What follows belongs to an exercise in optimizing a design on an open flow for small area, a short achievable clock period and few clock cycles; a production flow would make more cautious choices.
Function was not checked in any run shown here: the RTL went through the layout flow alone.
No activity file was given, so power comes from the tool's default toggle rates.

==> flow/design.v <==
module dither_mono #(
    parameter W = 32
) (
    input  wire        clk,
    input  wire        rst,
    input  wire        in_valid,
    output wire        in_ready,
    input  wire [15:0] in_pixel,
    input  wire        in_sof,
    input  wire [7:0]  cfg_thr,
    input  wire        cfg_dither,
    output wire        out_valid,
    input  wire        out_ready,
    output wire [7:0]  out_byte
);
    function [5:0] q7_off(input [6:0] s);
        case (s)
        7'd0: q7_off = 6'd0;
        7'd1: q7_off = 6'd0;
        7'd2: q7_off = 6'd0;
        7'd3: q7_off = 6'd1;
        7'd4: q7_off = 6'd1;
        7'd5: q7_off = 6'd2;
        7'd6: q7_off = 6'd2;
        7'd7: q7_off = 6'd3;
        7'd8: q7_off = 6'd3;
        7'd9: q7_off = 6'd3;
        7'd10: q7_off = 6'd4;
        7'd11: q7_off = 6'd4;
        7'd12: q7_off = 6'd5;
        7'd13: q7_off = 6'd5;
        7'd14: q7_off = 6'd6;
        7'd15: q7_off = 6'd6;
        7'd16: q7_off = 6'd7;
        7'd17: q7_off = 6'd7;
        7'd18: q7_off = 6'd7;
        7'd19: q7_off = 6'd8;
        7'd20: q7_off = 6'd8;
        7'd21: q7_off = 6'd9;
        7'd22: q7_off = 6'd9;
        7'd23: q7_off = 6'd10;
        7'd24: q7_off = 6'd10;
        7'd25: q7_off = 6'd10;
        7'd26: q7_off = 6'd11;
        7'd27: q7_off = 6'd11;
        7'd28: q7_off = 6'd12;
        7'd29: q7_off = 6'd12;
        7'd30: q7_off = 6'd13;
        7'd31: q7_off = 6'd13;
        7'd32: q7_off = 6'd14;
        7'd33: q7_off = 6'd14;
        7'd34: q7_off = 6'd14;
        7'd35: q7_off = 6'd15;
        7'd36: q7_off = 6'd15;
        7'd37: q7_off = 6'd16;
        7'd38: q7_off = 6'd16;
        7'd39: q7_off = 6'd17;
        7'd40: q7_off = 6'd17;
        7'd41: q7_off = 6'd17;
        7'd42: q7_off = 6'd18;
        7'd43: q7_off = 6'd18;
        7'd44: q7_off = 6'd19;
        7'd45: q7_off = 6'd19;
        7'd46: q7_off = 6'd20;
        7'd47: q7_off = 6'd20;
        7'd48: q7_off = 6'd21;
        7'd49: q7_off = 6'd21;
        7'd50: q7_off = 6'd21;
        7'd51: q7_off = 6'd22;
        7'd52: q7_off = 6'd22;
        7'd53: q7_off = 6'd23;
        7'd54: q7_off = 6'd23;
        7'd55: q7_off = 6'd24;
        7'd56: q7_off = 6'd24;
        7'd57: q7_off = 6'd24;
        7'd58: q7_off = 6'd25;
        7'd59: q7_off = 6'd25;
        7'd60: q7_off = 6'd26;
        7'd61: q7_off = 6'd26;
        7'd62: q7_off = 6'd27;
        7'd63: q7_off = 6'd27;
        7'd64: q7_off = 6'd36;
        7'd65: q7_off = 6'd36;
        7'd66: q7_off = 6'd36;
        7'd67: q7_off = 6'd37;
        7'd68: q7_off = 6'd37;
        7'd69: q7_off = 6'd38;
        7'd70: q7_off = 6'd38;
        7'd71: q7_off = 6'd39;
        7'd72: q7_off = 6'd39;
        7'd73: q7_off = 6'd39;
        7'd74: q7_off = 6'd40;
        7'd75: q7_off = 6'd40;
        7'd76: q7_off = 6'd41;
        7'd77: q7_off = 6'd41;
        7'd78: q7_off = 6'd42;
        7'd79: q7_off = 6'd42;
        7'd80: q7_off = 6'd43;
        7'd81: q7_off = 6'd43;
        7'd82: q7_off = 6'd43;
        7'd83: q7_off = 6'd44;
        7'd84: q7_off = 6'd44;
        7'd85: q7_off = 6'd45;
        7'd86: q7_off = 6'd45;
        7'd87: q7_off = 6'd46;
        7'd88: q7_off = 6'd46;
        7'd89: q7_off = 6'd46;
        7'd90: q7_off = 6'd47;
        7'd91: q7_off = 6'd47;
        7'd92: q7_off = 6'd48;
        7'd93: q7_off = 6'd48;
        7'd94: q7_off = 6'd49;
        7'd95: q7_off = 6'd49;
        7'd96: q7_off = 6'd50;
        7'd97: q7_off = 6'd50;
        7'd98: q7_off = 6'd50;
        7'd99: q7_off = 6'd51;
        7'd100: q7_off = 6'd51;
        7'd101: q7_off = 6'd52;
        7'd102: q7_off = 6'd52;
        7'd103: q7_off = 6'd53;
        7'd104: q7_off = 6'd53;
        7'd105: q7_off = 6'd53;
        7'd106: q7_off = 6'd54;
        7'd107: q7_off = 6'd54;
        7'd108: q7_off = 6'd55;
        7'd109: q7_off = 6'd55;
        7'd110: q7_off = 6'd56;
        7'd111: q7_off = 6'd56;
        7'd112: q7_off = 6'd57;
        7'd113: q7_off = 6'd57;
        7'd114: q7_off = 6'd57;
        7'd115: q7_off = 6'd58;
        7'd116: q7_off = 6'd58;
        7'd117: q7_off = 6'd59;
        7'd118: q7_off = 6'd59;
        7'd119: q7_off = 6'd60;
        7'd120: q7_off = 6'd60;
        7'd121: q7_off = 6'd60;
        7'd122: q7_off = 6'd61;
        7'd123: q7_off = 6'd61;
        7'd124: q7_off = 6'd62;
        7'd125: q7_off = 6'd62;
        7'd126: q7_off = 6'd63;
        7'd127: q7_off = 6'd63;
        endcase
    endfunction
    function [5:0] q7_on(input [6:0] s);
        case (s)
        7'd0: q7_on = 6'd36;
        7'd1: q7_on = 6'd36;
        7'd2: q7_on = 6'd37;
        7'd3: q7_on = 6'd37;
        7'd4: q7_on = 6'd38;
        7'd5: q7_on = 6'd38;
        7'd6: q7_on = 6'd39;
        7'd7: q7_on = 6'd39;
        7'd8: q7_on = 6'd39;
        7'd9: q7_on = 6'd40;
        7'd10: q7_on = 6'd40;
        7'd11: q7_on = 6'd41;
        7'd12: q7_on = 6'd41;
        7'd13: q7_on = 6'd42;
        7'd14: q7_on = 6'd42;
        7'd15: q7_on = 6'd43;
        7'd16: q7_on = 6'd43;
        7'd17: q7_on = 6'd43;
        7'd18: q7_on = 6'd44;
        7'd19: q7_on = 6'd44;
        7'd20: q7_on = 6'd45;
        7'd21: q7_on = 6'd45;
        7'd22: q7_on = 6'd46;
        7'd23: q7_on = 6'd46;
        7'd24: q7_on = 6'd46;
        7'd25: q7_on = 6'd47;
        7'd26: q7_on = 6'd47;
        7'd27: q7_on = 6'd48;
        7'd28: q7_on = 6'd48;
        7'd29: q7_on = 6'd49;
        7'd30: q7_on = 6'd49;
        7'd31: q7_on = 6'd50;
        7'd32: q7_on = 6'd50;
        7'd33: q7_on = 6'd50;
        7'd34: q7_on = 6'd51;
        7'd35: q7_on = 6'd51;
        7'd36: q7_on = 6'd52;
        7'd37: q7_on = 6'd52;
        7'd38: q7_on = 6'd53;
        7'd39: q7_on = 6'd53;
        7'd40: q7_on = 6'd53;
        7'd41: q7_on = 6'd54;
        7'd42: q7_on = 6'd54;
        7'd43: q7_on = 6'd55;
        7'd44: q7_on = 6'd55;
        7'd45: q7_on = 6'd56;
        7'd46: q7_on = 6'd56;
        7'd47: q7_on = 6'd57;
        7'd48: q7_on = 6'd57;
        7'd49: q7_on = 6'd57;
        7'd50: q7_on = 6'd58;
        7'd51: q7_on = 6'd58;
        7'd52: q7_on = 6'd59;
        7'd53: q7_on = 6'd59;
        7'd54: q7_on = 6'd60;
        7'd55: q7_on = 6'd60;
        7'd56: q7_on = 6'd60;
        7'd57: q7_on = 6'd61;
        7'd58: q7_on = 6'd61;
        7'd59: q7_on = 6'd62;
        7'd60: q7_on = 6'd62;
        7'd61: q7_on = 6'd63;
        7'd62: q7_on = 6'd63;
        7'd63: q7_on = 6'd0;
        7'd64: q7_on = 6'd0;
        7'd65: q7_on = 6'd0;
        7'd66: q7_on = 6'd1;
        7'd67: q7_on = 6'd1;
        7'd68: q7_on = 6'd2;
        7'd69: q7_on = 6'd2;
        7'd70: q7_on = 6'd3;
        7'd71: q7_on = 6'd3;
        7'd72: q7_on = 6'd3;
        7'd73: q7_on = 6'd4;
        7'd74: q7_on = 6'd4;
        7'd75: q7_on = 6'd5;
        7'd76: q7_on = 6'd5;
        7'd77: q7_on = 6'd6;
        7'd78: q7_on = 6'd6;
        7'd79: q7_on = 6'd7;
        7'd80: q7_on = 6'd7;
        7'd81: q7_on = 6'd7;
        7'd82: q7_on = 6'd8;
        7'd83: q7_on = 6'd8;
        7'd84: q7_on = 6'd9;
        7'd85: q7_on = 6'd9;
        7'd86: q7_on = 6'd10;
        7'd87: q7_on = 6'd10;
        7'd88: q7_on = 6'd10;
        7'd89: q7_on = 6'd11;
        7'd90: q7_on = 6'd11;
        7'd91: q7_on = 6'd12;
        7'd92: q7_on = 6'd12;
        7'd93: q7_on = 6'd13;
        7'd94: q7_on = 6'd13;
        7'd95: q7_on = 6'd14;
        7'd96: q7_on = 6'd14;
        7'd97: q7_on = 6'd14;
        7'd98: q7_on = 6'd15;
        7'd99: q7_on = 6'd15;
        7'd100: q7_on = 6'd16;
        7'd101: q7_on = 6'd16;
        7'd102: q7_on = 6'd17;
        7'd103: q7_on = 6'd17;
        7'd104: q7_on = 6'd17;
        7'd105: q7_on = 6'd18;
        7'd106: q7_on = 6'd18;
        7'd107: q7_on = 6'd19;
        7'd108: q7_on = 6'd19;
        7'd109: q7_on = 6'd20;
        7'd110: q7_on = 6'd20;
        7'd111: q7_on = 6'd21;
        7'd112: q7_on = 6'd21;
        7'd113: q7_on = 6'd21;
        7'd114: q7_on = 6'd22;
        7'd115: q7_on = 6'd22;
        7'd116: q7_on = 6'd23;
        7'd117: q7_on = 6'd23;
        7'd118: q7_on = 6'd24;
        7'd119: q7_on = 6'd24;
        7'd120: q7_on = 6'd24;
        7'd121: q7_on = 6'd25;
        7'd122: q7_on = 6'd25;
        7'd123: q7_on = 6'd26;
        7'd124: q7_on = 6'd26;
        7'd125: q7_on = 6'd27;
        7'd126: q7_on = 6'd27;
        7'd127: q7_on = 6'd28;
        endcase
    endfunction
    function [5:0] q5_off(input [6:0] s);
        case (s)
        7'd0: q5_off = 6'd0;
        7'd1: q5_off = 6'd0;
        7'd2: q5_off = 6'd0;
        7'd3: q5_off = 6'd0;
        7'd4: q5_off = 6'd1;
        7'd5: q5_off = 6'd1;
        7'd6: q5_off = 6'd1;
        7'd7: q5_off = 6'd2;
        7'd8: q5_off = 6'd2;
        7'd9: q5_off = 6'd2;
        7'd10: q5_off = 6'd3;
        7'd11: q5_off = 6'd3;
        7'd12: q5_off = 6'd3;
        7'd13: q5_off = 6'd4;
        7'd14: q5_off = 6'd4;
        7'd15: q5_off = 6'd4;
        7'd16: q5_off = 6'd5;
        7'd17: q5_off = 6'd5;
        7'd18: q5_off = 6'd5;
        7'd19: q5_off = 6'd5;
        7'd20: q5_off = 6'd6;
        7'd21: q5_off = 6'd6;
        7'd22: q5_off = 6'd6;
        7'd23: q5_off = 6'd7;
        7'd24: q5_off = 6'd7;
        7'd25: q5_off = 6'd7;
        7'd26: q5_off = 6'd8;
        7'd27: q5_off = 6'd8;
        7'd28: q5_off = 6'd8;
        7'd29: q5_off = 6'd9;
        7'd30: q5_off = 6'd9;
        7'd31: q5_off = 6'd9;
        7'd32: q5_off = 6'd10;
        7'd33: q5_off = 6'd10;
        7'd34: q5_off = 6'd10;
        7'd35: q5_off = 6'd10;
        7'd36: q5_off = 6'd11;
        7'd37: q5_off = 6'd11;
        7'd38: q5_off = 6'd11;
        7'd39: q5_off = 6'd12;
        7'd40: q5_off = 6'd12;
        7'd41: q5_off = 6'd12;
        7'd42: q5_off = 6'd13;
        7'd43: q5_off = 6'd13;
        7'd44: q5_off = 6'd13;
        7'd45: q5_off = 6'd14;
        7'd46: q5_off = 6'd14;
        7'd47: q5_off = 6'd14;
        7'd48: q5_off = 6'd15;
        7'd49: q5_off = 6'd15;
        7'd50: q5_off = 6'd15;
        7'd51: q5_off = 6'd15;
        7'd52: q5_off = 6'd16;
        7'd53: q5_off = 6'd16;
        7'd54: q5_off = 6'd16;
        7'd55: q5_off = 6'd17;
        7'd56: q5_off = 6'd17;
        7'd57: q5_off = 6'd17;
        7'd58: q5_off = 6'd18;
        7'd59: q5_off = 6'd18;
        7'd60: q5_off = 6'd18;
        7'd61: q5_off = 6'd19;
        7'd62: q5_off = 6'd19;
        7'd63: q5_off = 6'd19;
        7'd64: q5_off = 6'd44;
        7'd65: q5_off = 6'd44;
        7'd66: q5_off = 6'd44;
        7'd67: q5_off = 6'd44;
        7'd68: q5_off = 6'd45;
        7'd69: q5_off = 6'd45;
        7'd70: q5_off = 6'd45;
        7'd71: q5_off = 6'd46;
        7'd72: q5_off = 6'd46;
        7'd73: q5_off = 6'd46;
        7'd74: q5_off = 6'd47;
        7'd75: q5_off = 6'd47;
        7'd76: q5_off = 6'd47;
        7'd77: q5_off = 6'd48;
        7'd78: q5_off = 6'd48;
        7'd79: q5_off = 6'd48;
        7'd80: q5_off = 6'd49;
        7'd81: q5_off = 6'd49;
        7'd82: q5_off = 6'd49;
        7'd83: q5_off = 6'd49;
        7'd84: q5_off = 6'd50;
        7'd85: q5_off = 6'd50;
        7'd86: q5_off = 6'd50;
        7'd87: q5_off = 6'd51;
        7'd88: q5_off = 6'd51;
        7'd89: q5_off = 6'd51;
        7'd90: q5_off = 6'd52;
        7'd91: q5_off = 6'd52;
        7'd92: q5_off = 6'd52;
        7'd93: q5_off = 6'd53;
        7'd94: q5_off = 6'd53;
        7'd95: q5_off = 6'd53;
        7'd96: q5_off = 6'd54;
        7'd97: q5_off = 6'd54;
        7'd98: q5_off = 6'd54;
        7'd99: q5_off = 6'd54;
        7'd100: q5_off = 6'd55;
        7'd101: q5_off = 6'd55;
        7'd102: q5_off = 6'd55;
        7'd103: q5_off = 6'd56;
        7'd104: q5_off = 6'd56;
        7'd105: q5_off = 6'd56;
        7'd106: q5_off = 6'd57;
        7'd107: q5_off = 6'd57;
        7'd108: q5_off = 6'd57;
        7'd109: q5_off = 6'd58;
        7'd110: q5_off = 6'd58;
        7'd111: q5_off = 6'd58;
        7'd112: q5_off = 6'd59;
        7'd113: q5_off = 6'd59;
        7'd114: q5_off = 6'd59;
        7'd115: q5_off = 6'd59;
        7'd116: q5_off = 6'd60;
        7'd117: q5_off = 6'd60;
        7'd118: q5_off = 6'd60;
        7'd119: q5_off = 6'd61;
        7'd120: q5_off = 6'd61;
        7'd121: q5_off = 6'd61;
        7'd122: q5_off = 6'd62;
        7'd123: q5_off = 6'd62;
        7'd124: q5_off = 6'd62;
        7'd125: q5_off = 6'd63;
        7'd126: q5_off = 6'd63;
        7'd127: q5_off = 6'd63;
        endcase
    endfunction
    function [5:0] q5_on(input [6:0] s);
        case (s)
        7'd0: q5_on = 6'd44;
        7'd1: q5_on = 6'd44;
        7'd2: q5_on = 6'd44;
        7'd3: q5_on = 6'd45;
        7'd4: q5_on = 6'd45;
        7'd5: q5_on = 6'd45;
        7'd6: q5_on = 6'd46;
        7'd7: q5_on = 6'd46;
        7'd8: q5_on = 6'd46;
        7'd9: q5_on = 6'd47;
        7'd10: q5_on = 6'd47;
        7'd11: q5_on = 6'd47;
        7'd12: q5_on = 6'd48;
        7'd13: q5_on = 6'd48;
        7'd14: q5_on = 6'd48;
        7'd15: q5_on = 6'd49;
        7'd16: q5_on = 6'd49;
        7'd17: q5_on = 6'd49;
        7'd18: q5_on = 6'd49;
        7'd19: q5_on = 6'd50;
        7'd20: q5_on = 6'd50;
        7'd21: q5_on = 6'd50;
        7'd22: q5_on = 6'd51;
        7'd23: q5_on = 6'd51;
        7'd24: q5_on = 6'd51;
        7'd25: q5_on = 6'd52;
        7'd26: q5_on = 6'd52;
        7'd27: q5_on = 6'd52;
        7'd28: q5_on = 6'd53;
        7'd29: q5_on = 6'd53;
        7'd30: q5_on = 6'd53;
        7'd31: q5_on = 6'd54;
        7'd32: q5_on = 6'd54;
        7'd33: q5_on = 6'd54;
        7'd34: q5_on = 6'd54;
        7'd35: q5_on = 6'd55;
        7'd36: q5_on = 6'd55;
        7'd37: q5_on = 6'd55;
        7'd38: q5_on = 6'd56;
        7'd39: q5_on = 6'd56;
        7'd40: q5_on = 6'd56;
        7'd41: q5_on = 6'd57;
        7'd42: q5_on = 6'd57;
        7'd43: q5_on = 6'd57;
        7'd44: q5_on = 6'd58;
        7'd45: q5_on = 6'd58;
        7'd46: q5_on = 6'd58;
        7'd47: q5_on = 6'd59;
        7'd48: q5_on = 6'd59;
        7'd49: q5_on = 6'd59;
        7'd50: q5_on = 6'd59;
        7'd51: q5_on = 6'd60;
        7'd52: q5_on = 6'd60;
        7'd53: q5_on = 6'd60;
        7'd54: q5_on = 6'd61;
        7'd55: q5_on = 6'd61;
        7'd56: q5_on = 6'd61;
        7'd57: q5_on = 6'd62;
        7'd58: q5_on = 6'd62;
        7'd59: q5_on = 6'd62;
        7'd60: q5_on = 6'd63;
        7'd61: q5_on = 6'd63;
        7'd62: q5_on = 6'd63;
        7'd63: q5_on = 6'd0;
        7'd64: q5_on = 6'd0;
        7'd65: q5_on = 6'd0;
        7'd66: q5_on = 6'd0;
        7'd67: q5_on = 6'd1;
        7'd68: q5_on = 6'd1;
        7'd69: q5_on = 6'd1;
        7'd70: q5_on = 6'd2;
        7'd71: q5_on = 6'd2;
        7'd72: q5_on = 6'd2;
        7'd73: q5_on = 6'd3;
        7'd74: q5_on = 6'd3;
        7'd75: q5_on = 6'd3;
        7'd76: q5_on = 6'd4;
        7'd77: q5_on = 6'd4;
        7'd78: q5_on = 6'd4;
        7'd79: q5_on = 6'd5;
        7'd80: q5_on = 6'd5;
        7'd81: q5_on = 6'd5;
        7'd82: q5_on = 6'd5;
        7'd83: q5_on = 6'd6;
        7'd84: q5_on = 6'd6;
        7'd85: q5_on = 6'd6;
        7'd86: q5_on = 6'd7;
        7'd87: q5_on = 6'd7;
        7'd88: q5_on = 6'd7;
        7'd89: q5_on = 6'd8;
        7'd90: q5_on = 6'd8;
        7'd91: q5_on = 6'd8;
        7'd92: q5_on = 6'd9;
        7'd93: q5_on = 6'd9;
        7'd94: q5_on = 6'd9;
        7'd95: q5_on = 6'd10;
        7'd96: q5_on = 6'd10;
        7'd97: q5_on = 6'd10;
        7'd98: q5_on = 6'd10;
        7'd99: q5_on = 6'd11;
        7'd100: q5_on = 6'd11;
        7'd101: q5_on = 6'd11;
        7'd102: q5_on = 6'd12;
        7'd103: q5_on = 6'd12;
        7'd104: q5_on = 6'd12;
        7'd105: q5_on = 6'd13;
        7'd106: q5_on = 6'd13;
        7'd107: q5_on = 6'd13;
        7'd108: q5_on = 6'd14;
        7'd109: q5_on = 6'd14;
        7'd110: q5_on = 6'd14;
        7'd111: q5_on = 6'd15;
        7'd112: q5_on = 6'd15;
        7'd113: q5_on = 6'd15;
        7'd114: q5_on = 6'd15;
        7'd115: q5_on = 6'd16;
        7'd116: q5_on = 6'd16;
        7'd117: q5_on = 6'd16;
        7'd118: q5_on = 6'd17;
        7'd119: q5_on = 6'd17;
        7'd120: q5_on = 6'd17;
        7'd121: q5_on = 6'd18;
        7'd122: q5_on = 6'd18;
        7'd123: q5_on = 6'd18;
        7'd124: q5_on = 6'd19;
        7'd125: q5_on = 6'd19;
        7'd126: q5_on = 6'd19;
        7'd127: q5_on = 6'd20;
        endcase
    endfunction
    function [4:0] q3_off(input [6:0] s);
        case (s)
        7'd0: q3_off = 5'd0;
        7'd1: q3_off = 5'd0;
        7'd2: q3_off = 5'd0;
        7'd3: q3_off = 5'd0;
        7'd4: q3_off = 5'd0;
        7'd5: q3_off = 5'd0;
        7'd6: q3_off = 5'd1;
        7'd7: q3_off = 5'd1;
        7'd8: q3_off = 5'd1;
        7'd9: q3_off = 5'd1;
        7'd10: q3_off = 5'd1;
        7'd11: q3_off = 5'd2;
        7'd12: q3_off = 5'd2;
        7'd13: q3_off = 5'd2;
        7'd14: q3_off = 5'd2;
        7'd15: q3_off = 5'd2;
        7'd16: q3_off = 5'd3;
        7'd17: q3_off = 5'd3;
        7'd18: q3_off = 5'd3;
        7'd19: q3_off = 5'd3;
        7'd20: q3_off = 5'd3;
        7'd21: q3_off = 5'd3;
        7'd22: q3_off = 5'd4;
        7'd23: q3_off = 5'd4;
        7'd24: q3_off = 5'd4;
        7'd25: q3_off = 5'd4;
        7'd26: q3_off = 5'd4;
        7'd27: q3_off = 5'd5;
        7'd28: q3_off = 5'd5;
        7'd29: q3_off = 5'd5;
        7'd30: q3_off = 5'd5;
        7'd31: q3_off = 5'd5;
        7'd32: q3_off = 5'd6;
        7'd33: q3_off = 5'd6;
        7'd34: q3_off = 5'd6;
        7'd35: q3_off = 5'd6;
        7'd36: q3_off = 5'd6;
        7'd37: q3_off = 5'd6;
        7'd38: q3_off = 5'd7;
        7'd39: q3_off = 5'd7;
        7'd40: q3_off = 5'd7;
        7'd41: q3_off = 5'd7;
        7'd42: q3_off = 5'd7;
        7'd43: q3_off = 5'd8;
        7'd44: q3_off = 5'd8;
        7'd45: q3_off = 5'd8;
        7'd46: q3_off = 5'd8;
        7'd47: q3_off = 5'd8;
        7'd48: q3_off = 5'd9;
        7'd49: q3_off = 5'd9;
        7'd50: q3_off = 5'd9;
        7'd51: q3_off = 5'd9;
        7'd52: q3_off = 5'd9;
        7'd53: q3_off = 5'd9;
        7'd54: q3_off = 5'd10;
        7'd55: q3_off = 5'd10;
        7'd56: q3_off = 5'd10;
        7'd57: q3_off = 5'd10;
        7'd58: q3_off = 5'd10;
        7'd59: q3_off = 5'd11;
        7'd60: q3_off = 5'd11;
        7'd61: q3_off = 5'd11;
        7'd62: q3_off = 5'd11;
        7'd63: q3_off = 5'd11;
        7'd64: q3_off = 5'd20;
        7'd65: q3_off = 5'd20;
        7'd66: q3_off = 5'd20;
        7'd67: q3_off = 5'd20;
        7'd68: q3_off = 5'd20;
        7'd69: q3_off = 5'd20;
        7'd70: q3_off = 5'd21;
        7'd71: q3_off = 5'd21;
        7'd72: q3_off = 5'd21;
        7'd73: q3_off = 5'd21;
        7'd74: q3_off = 5'd21;
        7'd75: q3_off = 5'd22;
        7'd76: q3_off = 5'd22;
        7'd77: q3_off = 5'd22;
        7'd78: q3_off = 5'd22;
        7'd79: q3_off = 5'd22;
        7'd80: q3_off = 5'd23;
        7'd81: q3_off = 5'd23;
        7'd82: q3_off = 5'd23;
        7'd83: q3_off = 5'd23;
        7'd84: q3_off = 5'd23;
        7'd85: q3_off = 5'd23;
        7'd86: q3_off = 5'd24;
        7'd87: q3_off = 5'd24;
        7'd88: q3_off = 5'd24;
        7'd89: q3_off = 5'd24;
        7'd90: q3_off = 5'd24;
        7'd91: q3_off = 5'd25;
        7'd92: q3_off = 5'd25;
        7'd93: q3_off = 5'd25;
        7'd94: q3_off = 5'd25;
        7'd95: q3_off = 5'd25;
        7'd96: q3_off = 5'd26;
        7'd97: q3_off = 5'd26;
        7'd98: q3_off = 5'd26;
        7'd99: q3_off = 5'd26;
        7'd100: q3_off = 5'd26;
        7'd101: q3_off = 5'd26;
        7'd102: q3_off = 5'd27;
        7'd103: q3_off = 5'd27;
        7'd104: q3_off = 5'd27;
        7'd105: q3_off = 5'd27;
        7'd106: q3_off = 5'd27;
        7'd107: q3_off = 5'd28;
        7'd108: q3_off = 5'd28;
        7'd109: q3_off = 5'd28;
        7'd110: q3_off = 5'd28;
        7'd111: q3_off = 5'd28;
        7'd112: q3_off = 5'd29;
        7'd113: q3_off = 5'd29;
        7'd114: q3_off = 5'd29;
        7'd115: q3_off = 5'd29;
        7'd116: q3_off = 5'd29;
        7'd117: q3_off = 5'd29;
        7'd118: q3_off = 5'd30;
        7'd119: q3_off = 5'd30;
        7'd120: q3_off = 5'd30;
        7'd121: q3_off = 5'd30;
        7'd122: q3_off = 5'd30;
        7'd123: q3_off = 5'd31;
        7'd124: q3_off = 5'd31;
        7'd125: q3_off = 5'd31;
        7'd126: q3_off = 5'd31;
        7'd127: q3_off = 5'd31;
        endcase
    endfunction
    function [4:0] q3_on(input [6:0] s);
        case (s)
        7'd0: q3_on = 5'd20;
        7'd1: q3_on = 5'd20;
        7'd2: q3_on = 5'd20;
        7'd3: q3_on = 5'd20;
        7'd4: q3_on = 5'd20;
        7'd5: q3_on = 5'd21;
        7'd6: q3_on = 5'd21;
        7'd7: q3_on = 5'd21;
        7'd8: q3_on = 5'd21;
        7'd9: q3_on = 5'd21;
        7'd10: q3_on = 5'd22;
        7'd11: q3_on = 5'd22;
        7'd12: q3_on = 5'd22;
        7'd13: q3_on = 5'd22;
        7'd14: q3_on = 5'd22;
        7'd15: q3_on = 5'd23;
        7'd16: q3_on = 5'd23;
        7'd17: q3_on = 5'd23;
        7'd18: q3_on = 5'd23;
        7'd19: q3_on = 5'd23;
        7'd20: q3_on = 5'd23;
        7'd21: q3_on = 5'd24;
        7'd22: q3_on = 5'd24;
        7'd23: q3_on = 5'd24;
        7'd24: q3_on = 5'd24;
        7'd25: q3_on = 5'd24;
        7'd26: q3_on = 5'd25;
        7'd27: q3_on = 5'd25;
        7'd28: q3_on = 5'd25;
        7'd29: q3_on = 5'd25;
        7'd30: q3_on = 5'd25;
        7'd31: q3_on = 5'd26;
        7'd32: q3_on = 5'd26;
        7'd33: q3_on = 5'd26;
        7'd34: q3_on = 5'd26;
        7'd35: q3_on = 5'd26;
        7'd36: q3_on = 5'd26;
        7'd37: q3_on = 5'd27;
        7'd38: q3_on = 5'd27;
        7'd39: q3_on = 5'd27;
        7'd40: q3_on = 5'd27;
        7'd41: q3_on = 5'd27;
        7'd42: q3_on = 5'd28;
        7'd43: q3_on = 5'd28;
        7'd44: q3_on = 5'd28;
        7'd45: q3_on = 5'd28;
        7'd46: q3_on = 5'd28;
        7'd47: q3_on = 5'd29;
        7'd48: q3_on = 5'd29;
        7'd49: q3_on = 5'd29;
        7'd50: q3_on = 5'd29;
        7'd51: q3_on = 5'd29;
        7'd52: q3_on = 5'd29;
        7'd53: q3_on = 5'd30;
        7'd54: q3_on = 5'd30;
        7'd55: q3_on = 5'd30;
        7'd56: q3_on = 5'd30;
        7'd57: q3_on = 5'd30;
        7'd58: q3_on = 5'd31;
        7'd59: q3_on = 5'd31;
        7'd60: q3_on = 5'd31;
        7'd61: q3_on = 5'd31;
        7'd62: q3_on = 5'd31;
        7'd63: q3_on = 5'd0;
        7'd64: q3_on = 5'd0;
        7'd65: q3_on = 5'd0;
        7'd66: q3_on = 5'd0;
        7'd67: q3_on = 5'd0;
        7'd68: q3_on = 5'd0;
        7'd69: q3_on = 5'd1;
        7'd70: q3_on = 5'd1;
        7'd71: q3_on = 5'd1;
        7'd72: q3_on = 5'd1;
        7'd73: q3_on = 5'd1;
        7'd74: q3_on = 5'd2;
        7'd75: q3_on = 5'd2;
        7'd76: q3_on = 5'd2;
        7'd77: q3_on = 5'd2;
        7'd78: q3_on = 5'd2;
        7'd79: q3_on = 5'd3;
        7'd80: q3_on = 5'd3;
        7'd81: q3_on = 5'd3;
        7'd82: q3_on = 5'd3;
        7'd83: q3_on = 5'd3;
        7'd84: q3_on = 5'd3;
        7'd85: q3_on = 5'd4;
        7'd86: q3_on = 5'd4;
        7'd87: q3_on = 5'd4;
        7'd88: q3_on = 5'd4;
        7'd89: q3_on = 5'd4;
        7'd90: q3_on = 5'd5;
        7'd91: q3_on = 5'd5;
        7'd92: q3_on = 5'd5;
        7'd93: q3_on = 5'd5;
        7'd94: q3_on = 5'd5;
        7'd95: q3_on = 5'd6;
        7'd96: q3_on = 5'd6;
        7'd97: q3_on = 5'd6;
        7'd98: q3_on = 5'd6;
        7'd99: q3_on = 5'd6;
        7'd100: q3_on = 5'd6;
        7'd101: q3_on = 5'd7;
        7'd102: q3_on = 5'd7;
        7'd103: q3_on = 5'd7;
        7'd104: q3_on = 5'd7;
        7'd105: q3_on = 5'd7;
        7'd106: q3_on = 5'd8;
        7'd107: q3_on = 5'd8;
        7'd108: q3_on = 5'd8;
        7'd109: q3_on = 5'd8;
        7'd110: q3_on = 5'd8;
        7'd111: q3_on = 5'd9;
        7'd112: q3_on = 5'd9;
        7'd113: q3_on = 5'd9;
        7'd114: q3_on = 5'd9;
        7'd115: q3_on = 5'd9;
        7'd116: q3_on = 5'd9;
        7'd117: q3_on = 5'd10;
        7'd118: q3_on = 5'd10;
        7'd119: q3_on = 5'd10;
        7'd120: q3_on = 5'd10;
        7'd121: q3_on = 5'd10;
        7'd122: q3_on = 5'd11;
        7'd123: q3_on = 5'd11;
        7'd124: q3_on = 5'd11;
        7'd125: q3_on = 5'd11;
        7'd126: q3_on = 5'd11;
        7'd127: q3_on = 5'd12;
        endcase
    endfunction
    function [3:0] q1_off(input [6:0] s);
        case (s)
        7'd0: q1_off = 4'd0;
        7'd1: q1_off = 4'd1;
        7'd2: q1_off = 4'd2;
        7'd3: q1_off = 4'd2;
        7'd4: q1_off = 4'd2;
        7'd5: q1_off = 4'd2;
        7'd6: q1_off = 4'd2;
        7'd7: q1_off = 4'd1;
        7'd8: q1_off = 4'd2;
        7'd9: q1_off = 4'd3;
        7'd10: q1_off = 4'd2;
        7'd11: q1_off = 4'd2;
        7'd12: q1_off = 4'd2;
        7'd13: q1_off = 4'd2;
        7'd14: q1_off = 4'd2;
        7'd15: q1_off = 4'd3;
        7'd16: q1_off = 4'd1;
        7'd17: q1_off = 4'd2;
        7'd18: q1_off = 4'd3;
        7'd19: q1_off = 4'd3;
        7'd20: q1_off = 4'd3;
        7'd21: q1_off = 4'd3;
        7'd22: q1_off = 4'd3;
        7'd23: q1_off = 4'd2;
        7'd24: q1_off = 4'd3;
        7'd25: q1_off = 4'd4;
        7'd26: q1_off = 4'd3;
        7'd27: q1_off = 4'd3;
        7'd28: q1_off = 4'd3;
        7'd29: q1_off = 4'd3;
        7'd30: q1_off = 4'd3;
        7'd31: q1_off = 4'd4;
        7'd32: q1_off = 4'd2;
        7'd33: q1_off = 4'd3;
        7'd34: q1_off = 4'd4;
        7'd35: q1_off = 4'd4;
        7'd36: q1_off = 4'd4;
        7'd37: q1_off = 4'd4;
        7'd38: q1_off = 4'd4;
        7'd39: q1_off = 4'd3;
        7'd40: q1_off = 4'd4;
        7'd41: q1_off = 4'd5;
        7'd42: q1_off = 4'd4;
        7'd43: q1_off = 4'd4;
        7'd44: q1_off = 4'd4;
        7'd45: q1_off = 4'd4;
        7'd46: q1_off = 4'd4;
        7'd47: q1_off = 4'd5;
        7'd48: q1_off = 4'd3;
        7'd49: q1_off = 4'd4;
        7'd50: q1_off = 4'd5;
        7'd51: q1_off = 4'd5;
        7'd52: q1_off = 4'd5;
        7'd53: q1_off = 4'd5;
        7'd54: q1_off = 4'd5;
        7'd55: q1_off = 4'd4;
        7'd56: q1_off = 4'd5;
        7'd57: q1_off = 4'd6;
        7'd58: q1_off = 4'd5;
        7'd59: q1_off = 4'd5;
        7'd60: q1_off = 4'd5;
        7'd61: q1_off = 4'd5;
        7'd62: q1_off = 4'd5;
        7'd63: q1_off = 4'd6;
        7'd64: q1_off = 4'd12;
        7'd65: q1_off = 4'd13;
        7'd66: q1_off = 4'd14;
        7'd67: q1_off = 4'd14;
        7'd68: q1_off = 4'd14;
        7'd69: q1_off = 4'd14;
        7'd70: q1_off = 4'd14;
        7'd71: q1_off = 4'd13;
        7'd72: q1_off = 4'd14;
        7'd73: q1_off = 4'd15;
        7'd74: q1_off = 4'd14;
        7'd75: q1_off = 4'd14;
        7'd76: q1_off = 4'd14;
        7'd77: q1_off = 4'd14;
        7'd78: q1_off = 4'd14;
        7'd79: q1_off = 4'd15;
        7'd80: q1_off = 4'd13;
        7'd81: q1_off = 4'd14;
        7'd82: q1_off = 4'd15;
        7'd83: q1_off = 4'd15;
        7'd84: q1_off = 4'd15;
        7'd85: q1_off = 4'd15;
        7'd86: q1_off = 4'd15;
        7'd87: q1_off = 4'd14;
        7'd88: q1_off = 4'd15;
        7'd89: q1_off = 4'd0;
        7'd90: q1_off = 4'd15;
        7'd91: q1_off = 4'd15;
        7'd92: q1_off = 4'd15;
        7'd93: q1_off = 4'd15;
        7'd94: q1_off = 4'd15;
        7'd95: q1_off = 4'd0;
        7'd96: q1_off = 4'd14;
        7'd97: q1_off = 4'd15;
        7'd98: q1_off = 4'd0;
        7'd99: q1_off = 4'd0;
        7'd100: q1_off = 4'd0;
        7'd101: q1_off = 4'd0;
        7'd102: q1_off = 4'd0;
        7'd103: q1_off = 4'd15;
        7'd104: q1_off = 4'd0;
        7'd105: q1_off = 4'd1;
        7'd106: q1_off = 4'd0;
        7'd107: q1_off = 4'd0;
        7'd108: q1_off = 4'd0;
        7'd109: q1_off = 4'd0;
        7'd110: q1_off = 4'd0;
        7'd111: q1_off = 4'd1;
        7'd112: q1_off = 4'd15;
        7'd113: q1_off = 4'd0;
        7'd114: q1_off = 4'd1;
        7'd115: q1_off = 4'd1;
        7'd116: q1_off = 4'd1;
        7'd117: q1_off = 4'd1;
        7'd118: q1_off = 4'd1;
        7'd119: q1_off = 4'd0;
        7'd120: q1_off = 4'd1;
        7'd121: q1_off = 4'd2;
        7'd122: q1_off = 4'd1;
        7'd123: q1_off = 4'd1;
        7'd124: q1_off = 4'd1;
        7'd125: q1_off = 4'd1;
        7'd126: q1_off = 4'd1;
        7'd127: q1_off = 4'd2;
        endcase
    endfunction
    function [3:0] q1_on(input [6:0] s);
        case (s)
        7'd0: q1_on = 4'd13;
        7'd1: q1_on = 4'd14;
        7'd2: q1_on = 4'd14;
        7'd3: q1_on = 4'd14;
        7'd4: q1_on = 4'd14;
        7'd5: q1_on = 4'd14;
        7'd6: q1_on = 4'd13;
        7'd7: q1_on = 4'd14;
        7'd8: q1_on = 4'd15;
        7'd9: q1_on = 4'd14;
        7'd10: q1_on = 4'd14;
        7'd11: q1_on = 4'd14;
        7'd12: q1_on = 4'd14;
        7'd13: q1_on = 4'd14;
        7'd14: q1_on = 4'd15;
        7'd15: q1_on = 4'd13;
        7'd16: q1_on = 4'd14;
        7'd17: q1_on = 4'd15;
        7'd18: q1_on = 4'd15;
        7'd19: q1_on = 4'd15;
        7'd20: q1_on = 4'd15;
        7'd21: q1_on = 4'd15;
        7'd22: q1_on = 4'd14;
        7'd23: q1_on = 4'd15;
        7'd24: q1_on = 4'd0;
        7'd25: q1_on = 4'd15;
        7'd26: q1_on = 4'd15;
        7'd27: q1_on = 4'd15;
        7'd28: q1_on = 4'd15;
        7'd29: q1_on = 4'd15;
        7'd30: q1_on = 4'd0;
        7'd31: q1_on = 4'd14;
        7'd32: q1_on = 4'd15;
        7'd33: q1_on = 4'd0;
        7'd34: q1_on = 4'd0;
        7'd35: q1_on = 4'd0;
        7'd36: q1_on = 4'd0;
        7'd37: q1_on = 4'd0;
        7'd38: q1_on = 4'd15;
        7'd39: q1_on = 4'd0;
        7'd40: q1_on = 4'd1;
        7'd41: q1_on = 4'd0;
        7'd42: q1_on = 4'd0;
        7'd43: q1_on = 4'd0;
        7'd44: q1_on = 4'd0;
        7'd45: q1_on = 4'd0;
        7'd46: q1_on = 4'd1;
        7'd47: q1_on = 4'd15;
        7'd48: q1_on = 4'd0;
        7'd49: q1_on = 4'd1;
        7'd50: q1_on = 4'd1;
        7'd51: q1_on = 4'd1;
        7'd52: q1_on = 4'd1;
        7'd53: q1_on = 4'd1;
        7'd54: q1_on = 4'd0;
        7'd55: q1_on = 4'd1;
        7'd56: q1_on = 4'd2;
        7'd57: q1_on = 4'd1;
        7'd58: q1_on = 4'd1;
        7'd59: q1_on = 4'd1;
        7'd60: q1_on = 4'd1;
        7'd61: q1_on = 4'd1;
        7'd62: q1_on = 4'd2;
        7'd63: q1_on = 4'd0;
        7'd64: q1_on = 4'd1;
        7'd65: q1_on = 4'd2;
        7'd66: q1_on = 4'd2;
        7'd67: q1_on = 4'd2;
        7'd68: q1_on = 4'd2;
        7'd69: q1_on = 4'd2;
        7'd70: q1_on = 4'd1;
        7'd71: q1_on = 4'd2;
        7'd72: q1_on = 4'd3;
        7'd73: q1_on = 4'd2;
        7'd74: q1_on = 4'd2;
        7'd75: q1_on = 4'd2;
        7'd76: q1_on = 4'd2;
        7'd77: q1_on = 4'd2;
        7'd78: q1_on = 4'd3;
        7'd79: q1_on = 4'd1;
        7'd80: q1_on = 4'd2;
        7'd81: q1_on = 4'd3;
        7'd82: q1_on = 4'd3;
        7'd83: q1_on = 4'd3;
        7'd84: q1_on = 4'd3;
        7'd85: q1_on = 4'd3;
        7'd86: q1_on = 4'd2;
        7'd87: q1_on = 4'd3;
        7'd88: q1_on = 4'd4;
        7'd89: q1_on = 4'd3;
        7'd90: q1_on = 4'd3;
        7'd91: q1_on = 4'd3;
        7'd92: q1_on = 4'd3;
        7'd93: q1_on = 4'd3;
        7'd94: q1_on = 4'd4;
        7'd95: q1_on = 4'd2;
        7'd96: q1_on = 4'd3;
        7'd97: q1_on = 4'd4;
        7'd98: q1_on = 4'd4;
        7'd99: q1_on = 4'd4;
        7'd100: q1_on = 4'd4;
        7'd101: q1_on = 4'd4;
        7'd102: q1_on = 4'd3;
        7'd103: q1_on = 4'd4;
        7'd104: q1_on = 4'd5;
        7'd105: q1_on = 4'd4;
        7'd106: q1_on = 4'd4;
        7'd107: q1_on = 4'd4;
        7'd108: q1_on = 4'd4;
        7'd109: q1_on = 4'd4;
        7'd110: q1_on = 4'd5;
        7'd111: q1_on = 4'd3;
        7'd112: q1_on = 4'd4;
        7'd113: q1_on = 4'd5;
        7'd114: q1_on = 4'd5;
        7'd115: q1_on = 4'd5;
        7'd116: q1_on = 4'd5;
        7'd117: q1_on = 4'd5;
        7'd118: q1_on = 4'd4;
        7'd119: q1_on = 4'd5;
        7'd120: q1_on = 4'd6;
        7'd121: q1_on = 4'd5;
        7'd122: q1_on = 4'd5;
        7'd123: q1_on = 4'd5;
        7'd124: q1_on = 4'd5;
        7'd125: q1_on = 4'd5;
        7'd126: q1_on = 4'd6;
        7'd127: q1_on = 4'd4;
        endcase
    endfunction
    function [7:0] ks8(input [7:0] a, input [7:0] b);
        reg [7:0] p, g, pp, gg;
        integer   i, d;
        begin
            p  = a ^ b;
            g  = a & b;
            pp = p;
            gg = g;
            for (d = 1; d < 8; d = d * 2)
                for (i = 7; i >= d; i = i - 1) begin
                    gg[i] = gg[i] | (pp[i] & gg[i-d]);
                    pp[i] = pp[i] & pp[i-d];
                end
            ks8 = p ^ {gg[6:0], 1'b0};
        end
    endfunction
    function [5:0] intensity(input [15:0] p);
        reg [5:0] a, b, c;
        reg       ab, cb, ac;
        begin
            a  = {p[4:0], 1'b0};
            b  = p[10:5];
            c  = {p[15:11], 1'b0};
            ab = a > b;
            cb = c > b;
            ac = p[4:0] > p[15:11];
            if (ac)
                intensity = ab ? a : b;
            else
                intensity = cb ? c : b;
        end
    endfunction
    wire       f1_go, f2_go, x_go;
    wire       pb_wr;
    wire       g_valid_n, fr_valid_n, x_sure_n;
    wire              a_we;
    wire [4:0]        a_wpos;
    wire signed [6:0] a_wdata;
    reg        in_ready_r;
    reg        iv;
    reg [5:0]  iint;          
    reg        isof, idith;
    reg [5:0]  ithr;
    wire acc_in = in_valid & in_ready_r;
    assign in_ready = in_ready_r;
    always @(posedge clk) begin
        if (~iv | pb_wr) begin
            iint  <= intensity(in_pixel);
            isof  <= in_sof;
            ithr  <= cfg_thr[7:2];
            idith <= cfg_dither;
        end
    end
    reg [5:0]  pb [0:31];
    reg [5:0]  cnt;           
    reg [5:0]  cr;            
    reg [4:0]  wx;            
    reg        w_wdir;        
    reg        w_rdir;        
    reg        w_odd, w_first, w_dith;
    reg [5:0]  w_t6;
    reg [4:0]  rk;            
    assign     pb_wr    = iv & (~cnt[5] | f1_go);
    wire       w_new    = (wx == 5'd0);
    wire       wdir_eff = w_new ? w_rdir : w_wdir;
    wire [4:0] wp       = wx ^ {5{wdir_eff}};
    wire       iv_n     = acc_in | (iv & ~pb_wr);
    wire       w_row    = pb_wr & w_new;
    wire       w_odd_n  = w_row ? (~isof & ~w_odd) : w_odd;
    wire       w_first_n = w_row ? isof : w_first;
    wire       w_dith_n = (w_row & isof) ? idith : w_dith;
    wire [5:0] w_t6_n   = (w_row & isof) ? ithr : w_t6;
    wire       w_rdir_n = (w_row & ~isof) ? (w_rdir ^ ~w_odd) : w_rdir;
    wire [5:0] cnt_n    = cnt + {5'd0, pb_wr} - {5'd0, f1_go};
    wire       full_n   = (cnt[5] & (pb_wr | ~f1_go)) | ((cnt == 6'd31) & pb_wr & ~f1_go);
    wire       f1_sure_n = ~g_valid_n | ~fr_valid_n | x_sure_n;
    always @(posedge clk) begin
        if (pb_wr)
            pb[wp] <= iint;
    end
    always @(posedge clk) begin
        if (rst) begin
            in_ready_r <= 1'b1;
            iv         <= 1'b0;
            cnt        <= 6'd0;
            cr         <= 6'd0;
            wx         <= 5'd0;
            w_rdir     <= 1'b0;
            w_wdir     <= 1'b0;
            w_odd      <= 1'b1;
        end else begin
            in_ready_r <= ~iv_n | ~full_n | f1_sure_n;
            iv         <= iv_n;
            cnt        <= cnt_n;
            cr         <= cr + {5'd0, pb_wr} - {(f1_go & (rk == 5'd31)), 5'd0};
            if (pb_wr)
                wx <= wx + 5'd1;
            if (w_row)
                w_wdir <= w_rdir;
            w_odd   <= w_odd_n;
            w_first <= w_first_n;
            w_dith  <= w_dith_n;
            w_t6    <= w_t6_n;
            w_rdir  <= w_rdir_n;
        end
    end
    reg        rs;            
    reg        r_odd, r_zero, r_dith, r_rdir;
    reg [5:0]  r_t6;
    reg [4:0]  rp_r, fx_r;    
    wire       rs_n   = f1_go ? (rk == 5'd31) : rs;
    wire       f_odd  = r_odd;
    wire       f_zero = r_zero;
    wire       f_dith = r_dith;
    wire [5:0] f_t6   = r_t6;
    wire [4:0] rp     = rp_r;
    wire [4:0] fx     = fx_r;
    wire       avail  = f_odd ? cr[5] : (cnt != 6'd0);
    reg signed [6:0]  el [0:31];   
    wire [5:0]        v      = pb[rp];
    wire signed [6:0] el_rd  = (a_we && a_wpos == fx) ? a_wdata : el[fx];
    reg               g_valid;
    reg [5:0]         g_v;
    reg signed [6:0]  g_tv;        
    reg signed [6:0]  g_el;
    reg [4:0]         g_x;
    reg               g_rs, g_last, g_zero, g_dith, g_odd;
    assign f1_go     = avail & (~g_valid | f2_go);
    assign g_valid_n = f1_go | (g_valid & ~f2_go);
    always @(posedge clk) begin
        if (rst) begin
            rk      <= 5'd0;
            rs      <= 1'b1;
            g_valid <= 1'b0;
        end else begin
            if (f1_go)
                rk <= rk + 5'd1;
            rs <= rs_n;
            if (rs_n) begin
                r_odd  <= w_odd_n;
                r_zero <= w_first_n | ~w_dith_n;
                r_dith <= w_dith_n;
                r_rdir <= w_rdir_n;
                r_t6   <= w_t6_n;
                rp_r   <= {5{w_rdir_n}};
                fx_r   <= {5{w_odd_n}};
            end else if (f1_go) begin
                rp_r <= r_rdir ? rp_r - 5'd1 : rp_r + 5'd1;
                fx_r <= r_odd  ? fx_r - 5'd1 : fx_r + 5'd1;
            end
            g_valid <= g_valid_n;
        end
        if (f1_go) begin
            g_v    <= v;
            g_tv   <= ~ks8({2'b11, ~f_t6}, {2'b00, v});    
            g_el   <= el_rd;
            g_x    <= fx;
            g_rs   <= rs;
            g_last <= (rk == 5'd31);
            g_zero <= f_zero;
            g_dith <= f_dith;
            g_odd  <= f_odd;
        end else if (a_we && a_wpos == g_x) begin
            g_el   <= a_wdata;
        end
    end
    reg               fr_valid;
    reg [6:0]         fr_b0;      
    reg signed [7:0]  fr_t;       
    reg               fr_dith, fr_odd, fr_last, fr_rs;
    reg [4:0]         fr_x;
    reg signed [5:0]  accA;        
    reg signed [3:0]  accB;        
    wire signed [5:0] accA_n;
    wire signed [3:0] accB_n;
    wire              caseA = fr_valid;
    wire signed [6:0] err0  = caseA ? {{3{accB_n[3]}}, accB_n} : {accA_n[5], accA_n};
    wire signed [6:0] errl  = (a_we && a_wpos == g_x) ? a_wdata : g_el;
    wire signed [6:0] err   = g_zero ? 7'sd0 : (g_rs ? err0 : errl);
    wire signed [7:0] base  = ks8({2'b00, g_v}, {err[6], err});
    assign f2_go      = g_valid & (~fr_valid | x_go);
    assign fr_valid_n = f2_go | (fr_valid & ~x_go);
    always @(posedge clk) begin
        if (rst)
            fr_valid <= 1'b0;
        else
            fr_valid <= fr_valid_n;
        if (f2_go) begin
            fr_b0   <= base[6:0];
            fr_t    <= ~ks8(~{g_tv[6], g_tv}, {err[6], err});    
            fr_dith <= g_dith;
            fr_odd  <= g_odd;
            fr_last <= g_last;
            fr_rs   <= g_rs;
            fr_x    <= g_x;
        end
    end
    reg signed [5:0]  carry;
    wire [7:0]        s0w  = ks8({1'b0, fr_b0}, {{2{carry[5]}}, carry});
    wire [6:0]        s0   = s0w[6:0];
    wire              on   = carry > fr_t;
    wire [5:0]        q7   = on ? q7_on(s0) : q7_off(s0);
    wire [5:0]        q5   = on ? q5_on(s0) : q5_off(s0);
    wire              sel_q5 = g_valid & ~g_zero;
    reg  [31:0] dec;
    reg  [3:0]  pend;
    reg  [1:0]  nb;
    reg         ov;
    reg  [7:0]  ob;
    reg         pxg_r;        
    reg         nbx_r;        
    wire        cap       = ~ov & pend[nb];
    wire [1:0]  xg        = fr_x[4:3];
    wire        dec_block = pxg_r & (ov | ~nbx_r);
    wire        bdone     = fr_odd ? (fr_x[2:0] == 3'd0) : (fr_x[2:0] == 3'd7);
    wire [3:0]  pend_n    = (pend & ~(cap ? (4'd1 << nb) : 4'd0))
                          | ((x_go & bdone) ? (4'd1 << xg) : 4'd0);
    wire [1:0]  xg_n      = f2_go ? g_x[4:3] : xg;
    assign x_go = fr_valid & ~dec_block;
    assign x_sure_n = ~pend_n[xg_n] | (~(cap | ov) & (nb + {1'b0, cap} == xg_n));
    reg               er_valid, er_rs;
    reg [4:0]         er_wpos;
    reg signed [4:0]  er_q3;
    reg signed [5:0]  er_q5;
    reg signed [3:0]  er_q1;
    always @(posedge clk) begin
        if (rst) begin
            carry    <= 6'sd0;
            er_valid <= 1'b0;
            pend     <= 4'd0;
            pxg_r    <= 1'b0;
            nbx_r    <= 1'b0;
            nb       <= 2'd0;
            ov       <= 1'b0;
        end else begin
            if (x_go) begin
                if (fr_last | ~fr_dith)
                    carry <= (fr_last & sel_q5) ? q5 : 6'sd0;
                else
                    carry <= q7;
            end
            er_valid <= x_go;
            pend <= pend_n;
            pxg_r <= pend_n[xg_n];
            nbx_r <= (nb + {1'b0, cap} == xg_n);
            if (cap)
                nb <= nb + 2'd1;
            ov <= cap | (ov & ~out_ready);
        end
        if (x_go) begin
            dec[fr_x] <= on;
            er_rs     <= fr_rs;
            er_wpos   <= fr_odd ? fr_x + 5'd1 : fr_x - 5'd1;
            er_q3     <= on ? q3_on(s0) : q3_off(s0);
            er_q5     <= q5;
            er_q1     <= on ? q1_on(s0) : q1_off(s0);
        end
        if (cap)
            ob <= dec[nb*8 +: 8];
    end
    assign out_valid = ov;
    assign out_byte  = ob;
    assign a_we    = er_valid & ~er_rs;
    assign a_wpos  = er_wpos;
    wire [7:0] a_sum3 = ks8({{2{accA[5]}}, accA}, {{3{er_q3[4]}}, er_q3});
    wire [7:0] a_sum5 = ks8({{4{accB[3]}}, accB}, {{2{er_q5[5]}}, er_q5});
    assign a_wdata = a_sum3[6:0];
    assign accA_n  = er_valid ? (er_rs ? er_q5 : a_sum5[5:0]) : accA;
    assign accB_n  = er_valid ? er_q1 : accB;
    always @(posedge clk) begin
        accA <= accA_n;
        accB <= accB_n;
        if (a_we)
            el[a_wpos] <= a_wdata;
    end
endmodule
==> flow/flow/run.sh <==
#!/bin/bash
# The standard layout, with every port buffered by a buf_4 instead of the
# default port buffer, and timing repair aiming for more setup slack than
# the clock period needs.
set -euo pipefail
export BUFFER_PORTS_ARGS="-buffer_cell sky130_fd_sc_hd__buf_4"
export SETUP_SLACK_MARGIN=9.5
bash standard.sh finish > flow_make.log 2>&1
==> flow/standard.sh <==
#!/bin/bash
# synth_recipe.tcl (not shown) runs the flow's synth.tcl, then flattens the netlist and writes it again
# the make line also repeats each setting of config.mk as NAME=value (left out here)
make -C /OpenROAD-flow-scripts/flow DESIGN_CONFIG=/design/flow/config.mk WORK_HOME=/design/flow/orfs CLKGATE_MAP_FILE= SYNTH_SCRIPT=/design/flow/synth_recipe.tcl "${@:-finish}"
==> flow/config.mk <==
export PLATFORM = sky130hd
export DESIGN_NAME = dither_mono
export DESIGN_NICKNAME = dither_mono
export VERILOG_FILES = /design/flow/design.v
export SDC_FILE = /design/flow/constraint.sdc
export NUM_CORES = 4
export LEC_CHECK = 0
export CAP_MARGIN = 20
export CORE_MARGIN = 2
export CORE_UTILIZATION = 60
export CTS_CLUSTER_DIAMETER = 60
export CTS_CLUSTER_SIZE = 25
export PLACE_DENSITY = 0.7
export SLEW_MARGIN = 20
==> flow/constraint.sdc <==
create_clock -name core_clock -period 13.0 [get_ports {clk}]
set_input_delay 2.6000 -clock core_clock [delete_from_list [all_inputs] [get_ports {clk}]]
set_output_delay 2.6000 -clock core_clock [all_outputs]
set_load 0.01 [all_outputs]
==> run_results.csv, run 1 <==
group,metric,value,unit
run_status,status,"finished clean",
global_route,gr-usage-all-layers,26.3,%
route,drtPass1Iterations,6,
final_layout,drive_above_1_share,21.5,%
floorplan,fp.dieH,228,µm
final_layout,area_growth,11.9,%
timing,whs,420,ps
setup_path,crit_slowest_cell,"a311o_2",
route,drc,0,
route,vias,18394,
clocking,path_clk_slew,80,ps
final_layout,final_util,67.5,%
global_route,grt_pass1_wl,106000,µm
timing,fmax,257,MHz
global_route,grt_max_degree,57,
setup_path,cp.arrival,4220,ps
floorplan,initial_utilization,60.3,%
clocking,cts-htree-levels,2,
route,routedWlPerCell,23.9,µm
timing,slew_viol_final,0,
logic_synthesis,synth_nets,2276,
logic_synthesis,synthCells,2129,
logic_synthesis,synth_edf_count,565,
logic_synthesis,async_flop_share,0,%
route,wl,69200,µm
global_route,grt_pass1_vias,18146,
power_and_ir_drop,leakage,11.7,nW
timing,setup_tns,0,ps
placed_design,dp_hpwl,44400,µm
final_layout,final_nets,2336,
setup_path,cp_slowest_stage_delay,430,ps
setup_path,crit_chain,"buf_8, inv_8, ha_4, nor2b_4, o21a_1, o21a_1, o21a_1, o22ai_4, a311o_2, o22ai_1, a31oi_1",
timing,grt_setup_unrepaired,"yes",
setup_path,cp_data_required_time,13320,ps
route,antenna_left,0,
floorplan,dieArea,51900,µm²
clocking,tritoncts,"yes",
floorplan,ios,40,
setup_path,path_max_fanout,6,
timing,fin_crit,3900,ps
logic_synthesis,seq_area_frac_synth,61.3,%
power_and_ir_drop,cellPowerDensity,250,nW/µm²
global_route,grt_antenna_before_repair,0,
placed_design,portBuffers,37,
route,routed_via_density,6.36,
logic_synthesis,ys_types,79,
power_and_ir_drop,p_total,8.41,mW
floorplan,fp.dieW,228,µm
hold_path,min_path_type,"reg2reg",
clocking,cts_max_path_buffers,3,
final_layout,n_antenna_cell,0,
route,detail_route.iter0.violations,1775,
timing,tightest_slew,1110,ps
setup_path,cp_common_cell,"o21a_1",
clocking,cts_buffers,41,
floorplan,core,49900,µm²
timing,hold_viol,0,
placed_design,routabilityCongestion,0.909,
global_route,grt.overflow.total,0,
logic_synthesis,avgSynthCellArea,14.1,µm²
timing,setup_violations,0,
timing,post-route-period-util,30.0,%
clocking,cts-root-buf,"clkbuf_16",
logic_synthesis,synth_area,30100,µm²
logic_synthesis,ys_warn_count,1,
power_and_ir_drop,vdd_drop_max,172,µV
clocking,clk_latency,600,ps
clocking,clock_sinks,638,
setup_path,cp-end-kind,"register",
logic_synthesis,synth-seq-cells,638,
timing,skew,31.0,ps
logic_synthesis,synth_flop_cell,"edfxtp_1",
run,maxCapViolCount,0,
floorplan,rows,82,
setup_path,start_kind,"primary input",
setup_path,crit_type,"in2reg",
timing,max_slew_margin,26.0,%
repair_timing:
action                     CTS  global route
hold buffers                 0             0
cloned                       3             4
pin swaps                    8            25
setup endpoints to repair   62           126
setup buffers               19            41
gates resized for setup     71            79
cell usage after synthesis, types with 29 or more instances:
cell | number | area, µm²
dfxtp_1 | 73 | 1460
nor2_1 | 176 | 661
a21oi_1 | 101 | 505
inv_1 | 106 | 398
nand2_1 | 127 | 477
o21ai_0 | 104 | 521
clkbuf_1 | 82 | 308
xnor2_1 | 45 | 394
a21o_1 | 29 | 218
edfxtp_1 | 565 | 17000
ha_1 | 107 | 1340
mux4_2 | 140 | 3150
mux2i_1 | 31 | 310
mux2_2 | 31 | 349
registers in the layout, indices dropped and copies added (netlist names), 7 cells and up, named ones only:
| name | cells |
|---|---|
| g_el | 7 |
| ob | 8 |
| fr_t | 8 |
| el | 224 |
| g_tv | 7 |
| fr_b0 | 7 |
| pb | 192 |
| dec | 32 |
worst max-delay path: cells and delay by family:
kind,cells,cell delay (ps)
compound gates,7,1130
fa+ha+maj,1,250
buf+inv,2,120
simple gates,1,120
per-layer routing:
metal  part of all wire, %  wire length (µm)  track usage [%]
met1                    41             28400             36.3
met4                   2.6              1770             7.76
met2                    51             35000             44.9
met3                   5.8              3980             2.64
met5                     0                 0                0
placed cells by master (no fill, tap or decap), drive strengths merged, types with 22 or more instances in the layout:
cell type	count
a21oi	101
nor2b	22
inv	114
nand3	25
nand2	128
ha	107
nor2	177
mux2i	31
xnor2	45
buf	123
dfxtp	73
clkbuf	51
o21ai	109
a21o	29
mux2	31
mux4	140
xor2	25
edfxtp	565
area by class of cell:
type / count / area, µm²
timing repair inverter: 1 / 5.00
clock inverter: 27 / 379
timing repair buffer: 125 / 1160
tap: 672 / 841
clock buffer: 49 / 1100
multi-input combinational: 1276 / 11300
fill: 3508 / 16200
inverter: 106 / 413
sequential: 638 / 18400
stage by stage:
step,instance area (µm²),worst slack (ps),cells
after floorplan,30300,8750,2129
after global placement,31000,8420,2749
after detailed placement,31000,8420,2749
after CTS,32900,9200,2847
after global routing,33700,9050,2894
final,33700,9100,2894
cell families (layout without fill, tap and decap cells):
| logic type | Yosys count | after routing | share of synthesized area [%] |
|---|---|---|---|
| flip-flops | 638 | 638 | 61.3 |
| XOR/XNOR | 70 | 70 | 2.04 |
| multiplexers | 202 | 202 | 12.7 |
| buffers and inverters | 218 | 308 | 2.80 |
| AND/OR/NAND/NOR | 471 | 473 | 7.29 |
| AO/OA/AOI/OAI | 412 | 413 | 8.80 |
| adder cells (fa/ha/maj) | 118 | 118 | 5.15 |
where the power goes:
part           internal [mW]  total [mW]  switching, mW
logic                   1.60        3.83           2.23
registers               2.86        3.13          0.276
clock network          0.721        1.45          0.726
total                   5.18        8.41           3.23
final timing paths:
path                                       start  cells past startpoint           endpoint  slack, ps
worst min register to register  r_zero$_DFFE_PP_                      0   g_zero$_DFFE_PP_        420
worst max register to register          register                     12  g_tv[6]$_DFFE_PP_       9550
worst min-delay path            r_zero$_DFFE_PP_                      0   g_zero$_DFFE_PP_        420
worst max-delay path                in_pixel[12]                     11  iint[3]$_DFFE_PN_       9100
==> run 2, diff against run 1 <==
--- a/flow/flow/run.sh
+++ b/flow/flow/run.sh
@@ -4,5 +4,5 @@
 # the clock period needs.
 set -euo pipefail
 export BUFFER_PORTS_ARGS="-buffer_cell sky130_fd_sc_hd__buf_4"
-export SETUP_SLACK_MARGIN=9.5
+export SETUP_SLACK_MARGIN=9.3
 bash standard.sh finish > flow_make.log 2>&1
==> run 2 against run 1 <==
Compared with the run above: still clean; sequential share of layout area rose by 1.3 points; flip-flop and latch count did not move; utilization decreased by 1.5 points; critical path type unchanged; highest routed layer unchanged.
==> run_results.csv, run 2 <==
group,metric,value,unit
final_layout,final_nets,2297,
final_layout,final_cells,2849,
final_layout,largest_register,"el",
setup_path,cp_slowest_stage_delay,400,ps
logic_synthesis,synth.top_cell.area_share,56.4,%
clocking,clk_latency,590,ps
global_route,grt_pass1_vias,17859,
setup_path,crit_type,"in2reg",
run_status,status,"finished clean",
floorplan,core,49900,µm²
global_route,grt.overflow.total,0,
clocking,cts-htree-levels,2,
power_and_ir_drop,vdd_drop_max,212,µV
setup_path,crit_family,"compound AO/OA/AOI/OAI gates",
setup_path,cp_common_cell,"o21a_1",
placed_design,dp_hpwl,44600,µm
logic_synthesis,synth-seq-cells,638,
route,routed_via_density,6.32,
floorplan,dieArea,51900,µm²
logic_synthesis,avgSynthCellArea,14.1,µm²
floorplan,rows,82,
final_layout,drive_above_1_share,18.3,%
global_route,gr-usage-all-layers,26.0,%
setup_path,cp.arrival,4240,ps
timing,fin_crit,3900,ps
final_layout,top_regs,"el: 224 flops, pb: 192 flops, dec: 32 flops",
clocking,ctsHoldBuffers,0,
run,maxCapViolCount,0,
clocking,cts_max_path_buffers,3,
logic_synthesis,synth_area_leader_cell,"edfxtp_1",
logic_synthesis,synth_nets,2276,
timing,setup_tns,0,ps
logic_synthesis,synth_flop_cell,"edfxtp_1",
power_and_ir_drop,cellPowerDensity,244,nW/µm²
power_and_ir_drop,p_total,8.04,mW
hold_path,min_path_type,"reg2reg",
placed_design,routabilityCongestion,0.934,
logic_synthesis,ys_warn_count,1,
route,wl,67000,µm
setup_path,path_max_fanout,5,
logic_synthesis,synth_area_leaders,"edfxtp_1 (56%), mux4_2 (10%), dfxtp_1 (4.9%)",
logic_synthesis,synth_edf_count,565,
clocking,cts_buffers,41,
floorplan,fp.dieW,228,µm
clocking,tritoncts,"yes",
final_layout,area_growth,9.33,%
route,antenna_left,0,
logic_synthesis,seq_area_frac_synth,61.3,%
setup_path,cp_data_required_time,13340,ps
clocking,path_clk_slew,90,ps
final_layout,largest_register_ffs,224,
setup_path,crit_chain,"buf_8, inv_8, ha_4, nor2b_1, o21a_1, o21a_1, o21a_1, o22ai_4, a311o_1, o22ai_1, a31oi_1",
timing,setup_violations,0,
timing,max_slew_margin,28.1,%
global_route,grt_max_degree,57,
timing,hold_viol,0,
floorplan,initial_utilization,60.3,%
timing,skew,32.7,ps
clocking,cts-root-buf,"clkbuf_16",
logic_synthesis,synth_common_cells,"edfxtp_1 (565), nor2_1 (176), mux4_2 (140)",
setup_path,start_kind,"primary input",
timing,post-route-period-util,30.0,%
route,detail_route.iter0.violations,1782,
route,routedWlPerCell,23.5,µm
logic_synthesis,ys_types,79,
timing,grt_setup_unrepaired,"yes",
global_route,grt_antenna_before_repair,0,
logic_synthesis,synth.most_common_cell,"edfxtp_1",
placed_design,portBuffers,37,
logic_synthesis,synthCells,2129,
route,vias,18002,
logic_synthesis,async_flop_share,0,%
clocking,clock_sinks,638,
timing,tightest_slew,1080,ps
setup_path,crit_buf_inv,2,
floorplan,fp.dieH,228,µm
final_layout,n_antenna_cell,0,
timing,fmax,257,MHz
placed_design,dp_cells,2749,
route,drtPass1Iterations,7,
floorplan,ios,40,
setup_path,cp-end-kind,"register",
logic_synthesis,synth_area,30100,µm²
route,drc,0,
final_layout,final_cell_mix,"edfxtp_1 (565), nor2_1 (170), mux4_2 (140)",
final_layout,layout_commonest_cell,"edfxtp_1",
global_route,grt_pass1_wl,104000,µm
setup_path,crit_slowest_cell,"a311o_1",
power_and_ir_drop,leakage,11.4,nW
timing,slew_viol_final,0,
[run 2: cell types whose count changed in the layout (fill, tap and decap cells not counted), sizes merged]
cell      delta
buf         -36
clkbuf       -6
inv          -5
bufinv       -4
clkinvlp     +4
clkinv       +3
nor2         -1
[run 2: logic make-up after synthesis]
kind of cell / synth area share [%]
compound gates: 8.80
simple gates: 7.29
fa+ha+maj: 5.15
xor+xnor: 2.04
buf+inv: 2.80
flops: 61.3
mux: 12.7
[run 2: cell type report]
cell class / count / area, µm²
Clock buffer: 45 / 1070
Tap cell: 672 / 841
Sequential cell: 638 / 18400
Timing Repair inverter: 1 / 5.00
Multi-Input combinational cell: 1275 / 11100
Inverter: 106 / 413
Fill cell: 3594 / 17000
Timing Repair Buffer: 87 / 768
Clock inverter: 25 / 282
[run 2: per-layer routing]
metal  track usage [%]  vias up  share of wire (%)  wire, µm
met5                 0        -                  0         0
met4              8.19        0                3.0      2040
met3              3.11      110                5.4      3610
met2              43.6      573                 50     33200
met1              36.1     9100                 42     28100
li1                  -     8219                  -         -
[run 2: power by group]
part	leakage, nW	internal (mW)	switching (mW)
registers	5.76	2.86	0.268
clock network	0.645	0.630	0.721
logic	4.95	1.43	2.13
total	11.4	4.91	3.12
[run 2: repair_timing]
| action | 4_1_cts | 5_1_grt |
|---|---|---|
| gates cloned | 2 | 1 |
| buffers inserted | 6 | 20 |
| pin swaps | 2 | 8 |
| endpoints found under the setup margin | 34 | 40 |
| gates resized for setup | 39 | 36 |
[run 2: final timing paths]
check | start | endpoint | slack, ps | cells after the start
hold / removal | fr_rs$_DFFE_PN_ | er_rs$_DFFE_PP_ | 430 | 0
setup / recovery | in_pixel[12] | iint[5]$_DFFE_PN_ | 9100 | 11
setup reg to reg | register | g_tv[6]$_DFFE_PP_ | 9310 | 11
hold reg to reg | fr_rs$_DFFE_PN_ | er_rs$_DFFE_PP_ | 430 | 0
[run 2: stage by stage]
stage	hold slack [ps]	worst slack [ps]	utilization, %	instance area (µm²)
2_1_floorplan	400	8750	-	30200
3_3_place_gp	401	8410	62.2	31000
3_5_place_dp	411	8400	62.2	31000
4_1_cts	426	9170	65.3	32600
5_1_grt	427	9030	66.0	32900
6_report	427	9100	66.0	32900

-- separate check: timing with driven ports --
Ports are ideal in the flow. The routed layouts listed here were re-timed in OpenROAD. Step 1: set_driving_cell puts a clkbuf_16 on clk and a buf_2 on each other input, an assumption about the parent block. Step 2 moves the port delays by t, midway between the first and last clock arrival at a register: inputs arrive t later, outputs are due t later. That takes back most of the time a late clock gives input paths. Three values: ideal, step 1, step 2; two values: the first two.
run	shift t [ns]	slack for setup (ns)	slew at the worst register clock pin (ns)
run 1	0.645	9.102 / 9.110 / 8.465	0.09 / 0.09
run 2	0.633	9.105 / 9.113 / 8.480	0.09 / 0.09
After both steps setup and hold are still met in every run listed. The setup slack of run 1, which loses most, moves by +0.008 ns with the drivers and by -0.637 ns with both steps.
